What follows belongs to an exercise in optimizing a design on an open flow for small area, a short achievable clock period and few clock cycles per item; a production flow would make more cautious choices.
At most, simulation tests tie the RTL to the original design; equivalence was not proved.
Power is estimated from default activity; no workload was simulated.

== north ==
==> flow/design.v (excerpt) <==
module ws_frame_rx (
  input  wire        clk,
  input  wire        rst,
  input  wire        in_valid,
  input  wire [7:0]  in_data,
  output wire        in_ready,
  output wire        ev_valid,
  input  wire        ev_ready,
  output wire        ev_crc_err,
  output wire [1:0]  ev_tag,
  output wire [7:0]  ev_command,
  output wire [7:0]  ev_status,
  output wire [7:0]  ev_length,
  output wire [63:0] ev_raw,
  output wire [63:0] ev_value1,
  output wire [63:0] ev_value2,
  output wire [15:0] ev_stored,
  output wire [15:0] ev_computed
);
For scale: ~270 I/O pins, roughly 15000 sq um of cells after synthesis.
export LEC_CHECK = 0
export ABC_AREA = 1
export CAP_MARGIN = 20
export CORE_MARGIN = 2
export CORE_UTILIZATION = 50
export CTS_BUF_LIST = sky130_fd_sc_hd__clkbuf_8
export CTS_CLUSTER_DIAMETER = 50
export CTS_CLUSTER_SIZE = 20
export PLACE_DENSITY = 0.6
export SETUP_SLACK_MARGIN = 5
export SLEW_MARGIN = 20
create_clock -name core_clock -period 9.0 [get_ports {clk}]
standard.sh (not shown) runs the stock make flow with config.mk's settings and CLKGATE_MAP_FILE= SYNTH_SCRIPT=/design/flow/synth_recipe.tcl, a recipe that flattens the netlist after the stock synthesis.
==> flow/flow/run.sh <==
#!/bin/bash
# Own flow: the standard layout (standard.sh, unchanged synthesis) with
# a tighter setup target for repair_timing, the smallest buffer on the
# ports and clock tree synthesis without dummy loads. All tool output goes
# to logs in this folder (standard_own.log, and ORFS's logs under orfs/).
set -euo pipefail
MARGIN=${MARGIN:-5.9}
CTS="-sink_clustering_enable -repair_clock_nets -buf_list sky130_fd_sc_hd__clkbuf_8 -sink_clustering_size 30 -sink_clustering_max_diameter 40 -dont_use_dummy_load"
sed -e "s/SETUP_SLACK_MARGIN=[0-9.]*/SETUP_SLACK_MARGIN=$MARGIN/" \
    -e "s|\"\${@:-finish}\"|BUFFER_PORTS_ARGS='-buffer_cell sky130_fd_sc_hd__buf_1' CTS_ARGS='$CTS' \"\${@:-finish}\"|" \
    standard.sh > standard_own.sh
bash standard_own.sh > standard_own.log 2>&1
## Diff of input files: south against north
-- flow/flow/run.sh --
<<< north, line 6
set -euo pipefail
MARGIN=${MARGIN:-5.9}
CTS="-sink_clustering_enable -repair_clock_nets -buf_list sky130_fd_sc_hd__clkbuf_8 -sink_clustering_size 30 -sink_clustering_max_diameter 40 -dont_use_dummy_load"
>>> south, line 6
set -euo pipefail
MARGIN=${MARGIN:-5.95}
CTS="-sink_clustering_enable -repair_clock_nets -buf_list sky130_fd_sc_hd__clkbuf_8 -sink_clustering_size 30 -sink_clustering_max_diameter 40 -dont_use_dummy_load"
--- outcome ---
- Detailed route wirelength on metal3 (lower): north
- Pin count of the biggest net entering global routing: north vs south identical
- Relative to north, the wire length of the first global-routing pass of south is higher by 440 um.
- south reports its endpoint of the most critical setup path as ev_raw[27] while north reports ev_raw[57].
- Per the comparison of south with north, detailed-routed wire length on met2 went up by 2.2%, wire length has increased, post-CTS setup-driven buffer insertion count climbed 10, share of final-layout standard cells stronger than drive strength 1 went up by 1.8 points.
- Filler-free cell count of the finished design, south vs north: up slightly
Function was not checked in any run of this note: the RTL went through the layout flow alone.

---

exp/raven:
Another version of the RTL of ws_frame_rx (not shown whole).
Size: ~290 flip-flops, roughly 15,000 sq um of cells after synthesis.
clock: 9.0 ns
lec_check: 0
abc_area: 0
cap_margin: 20
core_margin: 2
core_utilization: 50
cts_buf_list: sky130_fd_sc_hd__clkbuf_8
cts_cluster_diameter: 50
cts_cluster_size: 20
place_density: 0.6
setup_slack_margin: 5
slew_margin: 20
==> flow/flow/run.sh <==
#!/bin/bash
# Own flow: the standard layout (standard.sh, unchanged synthesis) with
# a tighter setup target for repair_timing, the smallest buffer on the
# ports and clock tree synthesis without dummy loads. All tool output goes
# to logs in this folder (standard_own.log, and ORFS's logs under orfs/).
set -euo pipefail
MARGIN=${MARGIN:-5.85}
CTS="-sink_clustering_enable -repair_clock_nets -buf_list sky130_fd_sc_hd__clkbuf_8 -sink_clustering_size 30 -sink_clustering_max_diameter 40 -dont_use_dummy_load"
sed -e "s/SETUP_SLACK_MARGIN=[0-9.]*/SETUP_SLACK_MARGIN=$MARGIN/" \
    -e "s|\"\${@:-finish}\"|BUFFER_PORTS_ARGS='-buffer_cell sky130_fd_sc_hd__buf_1' CTS_ARGS='$CTS' \"\${@:-finish}\"|" \
    standard.sh > standard_own.sh
bash standard_own.sh > standard_own.log 2>&1
Testbench counts of exp/raven, summed over its fixed seeds: cycles 24,942, bytes 24,934.
Input-level comparison between exp/fjord and exp/raven:
# exp/raven
export LEC_CHECK = 0
export ABC_AREA = 0
export CAP_MARGIN = 20
export CORE_MARGIN = 2
export CORE_UTILIZATION = 50
export CTS_BUF_LIST = sky130_fd_sc_hd__clkbuf_8
export CTS_CLUSTER_DIAMETER = 50
export CTS_CLUSTER_SIZE = 20
export PLACE_DENSITY = 0.6
export SETUP_SLACK_MARGIN = 5
export SLEW_MARGIN = 20
create_clock -name core_clock -period 9.0 [get_ports {clk}]
# exp/fjord
export LEC_CHECK = 0
export ABC_AREA = 1
export CAP_MARGIN = 20
export CORE_MARGIN = 2
export CORE_UTILIZATION = 40
export CTS_BUF_LIST = sky130_fd_sc_hd__clkbuf_8
export CTS_CLUSTER_DIAMETER = 50
export CTS_CLUSTER_SIZE = 20
export PLACE_DENSITY = 0.55
export SETUP_SLACK_MARGIN = 5
export SLEW_MARGIN = 20
create_clock -name core_clock -period 9.0 [get_ports {clk}]
==> run notes <==
- exp/fjord against exp/raven: fraction of power spent switching nets saw an increase, number of synthesized register bits was more or less identical, post-detailed-routing wire length saw a decrease, largest buffer count on any clock path level.
- Total CTS buffers, exp/fjord and exp/raven: lower on exp/raven
Relative to exp/fjord, the following input files were edited for exp/quartz:
# exp/fjord
export LEC_CHECK = 0
export ABC_AREA = 1
export CAP_MARGIN = 20
export CORE_MARGIN = 2
export CORE_UTILIZATION = 40
export CTS_BUF_LIST = sky130_fd_sc_hd__clkbuf_8
export CTS_CLUSTER_DIAMETER = 50
export CTS_CLUSTER_SIZE = 20
export PLACE_DENSITY = 0.55
export SETUP_SLACK_MARGIN = 5
export SLEW_MARGIN = 20
create_clock -name core_clock -period 9.0 [get_ports {clk}]
# exp/quartz
export LEC_CHECK = 0
export ABC_AREA = 1
export CAP_MARGIN = 20
export CORE_MARGIN = 2
export CORE_UTILIZATION = 50
export CTS_BUF_LIST = sky130_fd_sc_hd__clkbuf_8
export CTS_CLUSTER_DIAMETER = 50
export CTS_CLUSTER_SIZE = 20
export PLACE_DENSITY = 0.6
export SETUP_SLACK_MARGIN = 5
export SLEW_MARGIN = 20
create_clock -name core_clock -period 9.0 [get_ports {clk}]
--- a/flow/flow/run.sh
+++ b/flow/flow/run.sh
@@ -5,5 +5,5 @@
 # to logs in this folder (standard_own.log, and ORFS's logs under orfs/).
 set -euo pipefail
-MARGIN=${MARGIN:-5.85}
+MARGIN=${MARGIN:-5.9}
 CTS="-sink_clustering_enable -repair_clock_nets -buf_list sky130_fd_sc_hd__clkbuf_8 -sink_clustering_size 30 -sink_clustering_max_diameter 40 -dont_use_dummy_load"
 sed -e "s/SETUP_SLACK_MARGIN=[0-9.]*/SETUP_SLACK_MARGIN=$MARGIN/" \
[summary]
Changes observed in exp/quartz relative to exp/fjord: cell count dropped 72; area growth from synthesis to final layout moved down; share of post-route cells with drive strength above 1 moved up; area of all placed cells without fillers fell by 0.33%.
Inputs modified between exp/quartz and exp/xenon:
--- a/flow/flow/run.sh
+++ b/flow/flow/run.sh
@@ -5,5 +5,5 @@
 # to logs in this folder (standard_own.log, and ORFS's logs under orfs/).
 set -euo pipefail
-MARGIN=${MARGIN:-5.9}
+MARGIN=${MARGIN:-5.95}
 CTS="-sink_clustering_enable -repair_clock_nets -buf_list sky130_fd_sc_hd__clkbuf_8 -sink_clustering_size 30 -sink_clustering_max_diameter 40 -dont_use_dummy_load"
 sed -e "s/SETUP_SLACK_MARGIN=[0-9.]*/SETUP_SLACK_MARGIN=$MARGIN/" \
Results
- exp/xenon ends up with higher post-synthesis to final-layout area growth than exp/quartz does.
- In exp/xenon the design area turned out 0.68% higher than in exp/quartz.
- As far as met3 usage is concerned, exp/quartz and exp/xenon perform about the same.
- | buffer count excluding the clock tree in the final layout | exp/xenon vs exp/quartz | 15 higher |
- Summary of exp/xenon over exp/quartz: proportion of cell area spent on the clock network now sits at about the same level; all-layer global routing usage neither gained nor lost much; number of slew-limit violations in the final report did not really move.
- Footprint of the multi-input gates of exp/xenon is on par with exp/quartz.

---

ws_frame_rx, a different RTL version from the one above (not shown whole).
Size: ~1,600 cells after synthesis, about 15,000 um2 of cells after synthesis.
==> flow/design.v (excerpt) <==
module ws_frame_rx (
  input  wire        clk,
  input  wire        rst,
  input  wire        in_valid,
  input  wire [7:0]  in_data,
  output wire        in_ready,
  output wire        ev_valid,
  input  wire        ev_ready,
  output wire        ev_crc_err,
  output wire [1:0]  ev_tag,
  output wire [7:0]  ev_command,
  output wire [7:0]  ev_status,
  output wire [7:0]  ev_length,
  output wire [63:0] ev_raw,
  output wire [63:0] ev_value1,
  output wire [63:0] ev_value2,
  output wire [15:0] ev_stored,
  output wire [15:0] ev_computed
);
==> flow/config.mk <==
export PLATFORM = sky130hd
export DESIGN_NAME = ws_frame_rx
export DESIGN_NICKNAME = ws_frame_rx
export VERILOG_FILES = /design/flow/design.v
export SDC_FILE = /design/flow/constraint.sdc
export NUM_CORES = 4
export LEC_CHECK = 0
export ABC_AREA = 1
export CAP_MARGIN = 20
export CORE_MARGIN = 2
export CORE_UTILIZATION = 50
export CTS_BUF_LIST = sky130_fd_sc_hd__clkbuf_8
export CTS_CLUSTER_DIAMETER = 50
export CTS_CLUSTER_SIZE = 20
export PLACE_DENSITY = 0.6
export SETUP_SLACK_MARGIN = 5
export SLEW_MARGIN = 20
==> flow/constraint.sdc <==
create_clock -name core_clock -period 9.0 [get_ports {clk}]
set_input_delay 1.8000 -clock core_clock [delete_from_list [all_inputs] [get_ports {clk}]]
set_output_delay 1.8000 -clock core_clock [all_outputs]
set_load 0.01 [all_outputs]
==> flow/flow/run.sh <==
#!/bin/bash
# Own flow: the standard layout (standard.sh, unchanged synthesis) with
# a tighter setup target for repair_timing, the smallest buffer on the
# ports and clock tree synthesis without dummy loads. All tool output goes
# to logs in this folder (standard_own.log, and ORFS's logs under orfs/).
set -euo pipefail
MARGIN=${MARGIN:-5.7}
CTS="-sink_clustering_enable -repair_clock_nets -buf_list sky130_fd_sc_hd__clkbuf_8 -sink_clustering_size 20 -sink_clustering_max_diameter 50 -dont_use_dummy_load"
sed -e "s/SETUP_SLACK_MARGIN=[0-9.]*/SETUP_SLACK_MARGIN=$MARGIN/" \
    -e "s|\"\${@:-finish}\"|BUFFER_PORTS_ARGS='-buffer_cell sky130_fd_sc_hd__buf_1' CTS_ARGS='$CTS' \"\${@:-finish}\"|" \
    standard.sh > standard_own.sh
bash standard_own.sh > standard_own.log 2>&1
Testbench counts at the start, summed over its fixed seeds: cycles 24,942, bytes 24,934.
Next try:
--- a/flow/flow/run.sh
+++ b/flow/flow/run.sh
@@ -6,3 +6,3 @@
 set -euo pipefail
-MARGIN=${MARGIN:-5.7}
+MARGIN=${MARGIN:-5.8}
 CTS="-sink_clustering_enable -repair_clock_nets -buf_list sky130_fd_sc_hd__clkbuf_8 -sink_clustering_size 20 -sink_clustering_max_diameter 50 -dont_use_dummy_load"
- GPL_TIMING_DRIVEN: not set -> 0
- The new run passed the timing, design-rule and antenna checks
- die area does not change
- critical path depth is higher by 7
- utilization is higher by 0.39 points
- area after synthesis is unchanged

[port drivers added, routing unchanged]
How much do the figures lean on ideal ports? The routed layouts below were timed once more, with nothing changed but the port constraints. Step 1, drivers: a clkbuf_16 drives clk and a buf_2 each remaining input, both assumed. Step 2 also shifts input and output timing later by t, the mid clock arrival at the registers, as if the neighbouring blocks saw the same clock. Three values: ideal ports, drivers, drivers and shift; two values: the first two.
run | t, ns | setup slack, ns | hold slack, ns | latest minus earliest clock arrival (ns) | worst data-port slew with drivers (ns)
north | 0.586 | 5.944 / 5.894 / 5.511 | 0.469 / 0.469 / 0.469 | 0.117 / 0.116 | 0.03
south | 0.588 | 5.966 / 5.916 / 5.510 | 0.469 / 0.469 / 0.469 | 0.118 / 0.118 | 0.03
exp/raven | 0.582 | 5.819 / 5.770 / 5.396 | 0.449 / 0.449 / 0.449 | 0.067 / 0.066 | 0.03
exp/fjord | 0.595 | 5.882 / 5.834 / 5.366 | 0.454 / 0.454 / 0.454 | 0.075 / 0.075 | 0.03
exp/quartz | 0.581 | 5.927 / 5.880 / 5.563 | 0.452 / 0.452 / 0.452 | 0.073 / 0.073 | 0.04
exp/xenon | 0.580 | 5.928 / 5.879 / 5.546 | 0.453 / 0.453 / 0.453 | 0.077 / 0.077 | 0.04
the first run of note 3 | 0.634 | 5.744 / 5.695 / 5.388 | 0.453 / 0.453 / 0.453 | 0.140 / 0.141 | 0.03
the second run of note 3 | 0.568 | 5.810 / 5.791 / 5.368 | 0.461 / 0.461 / 0.461 | 0.078 / 0.078 | 0.03
After both steps setup and hold are still met in every run listed. The setup slack of exp/fjord, which loses most, moves by -0.048 ns with the drivers and by -0.516 ns with both steps.
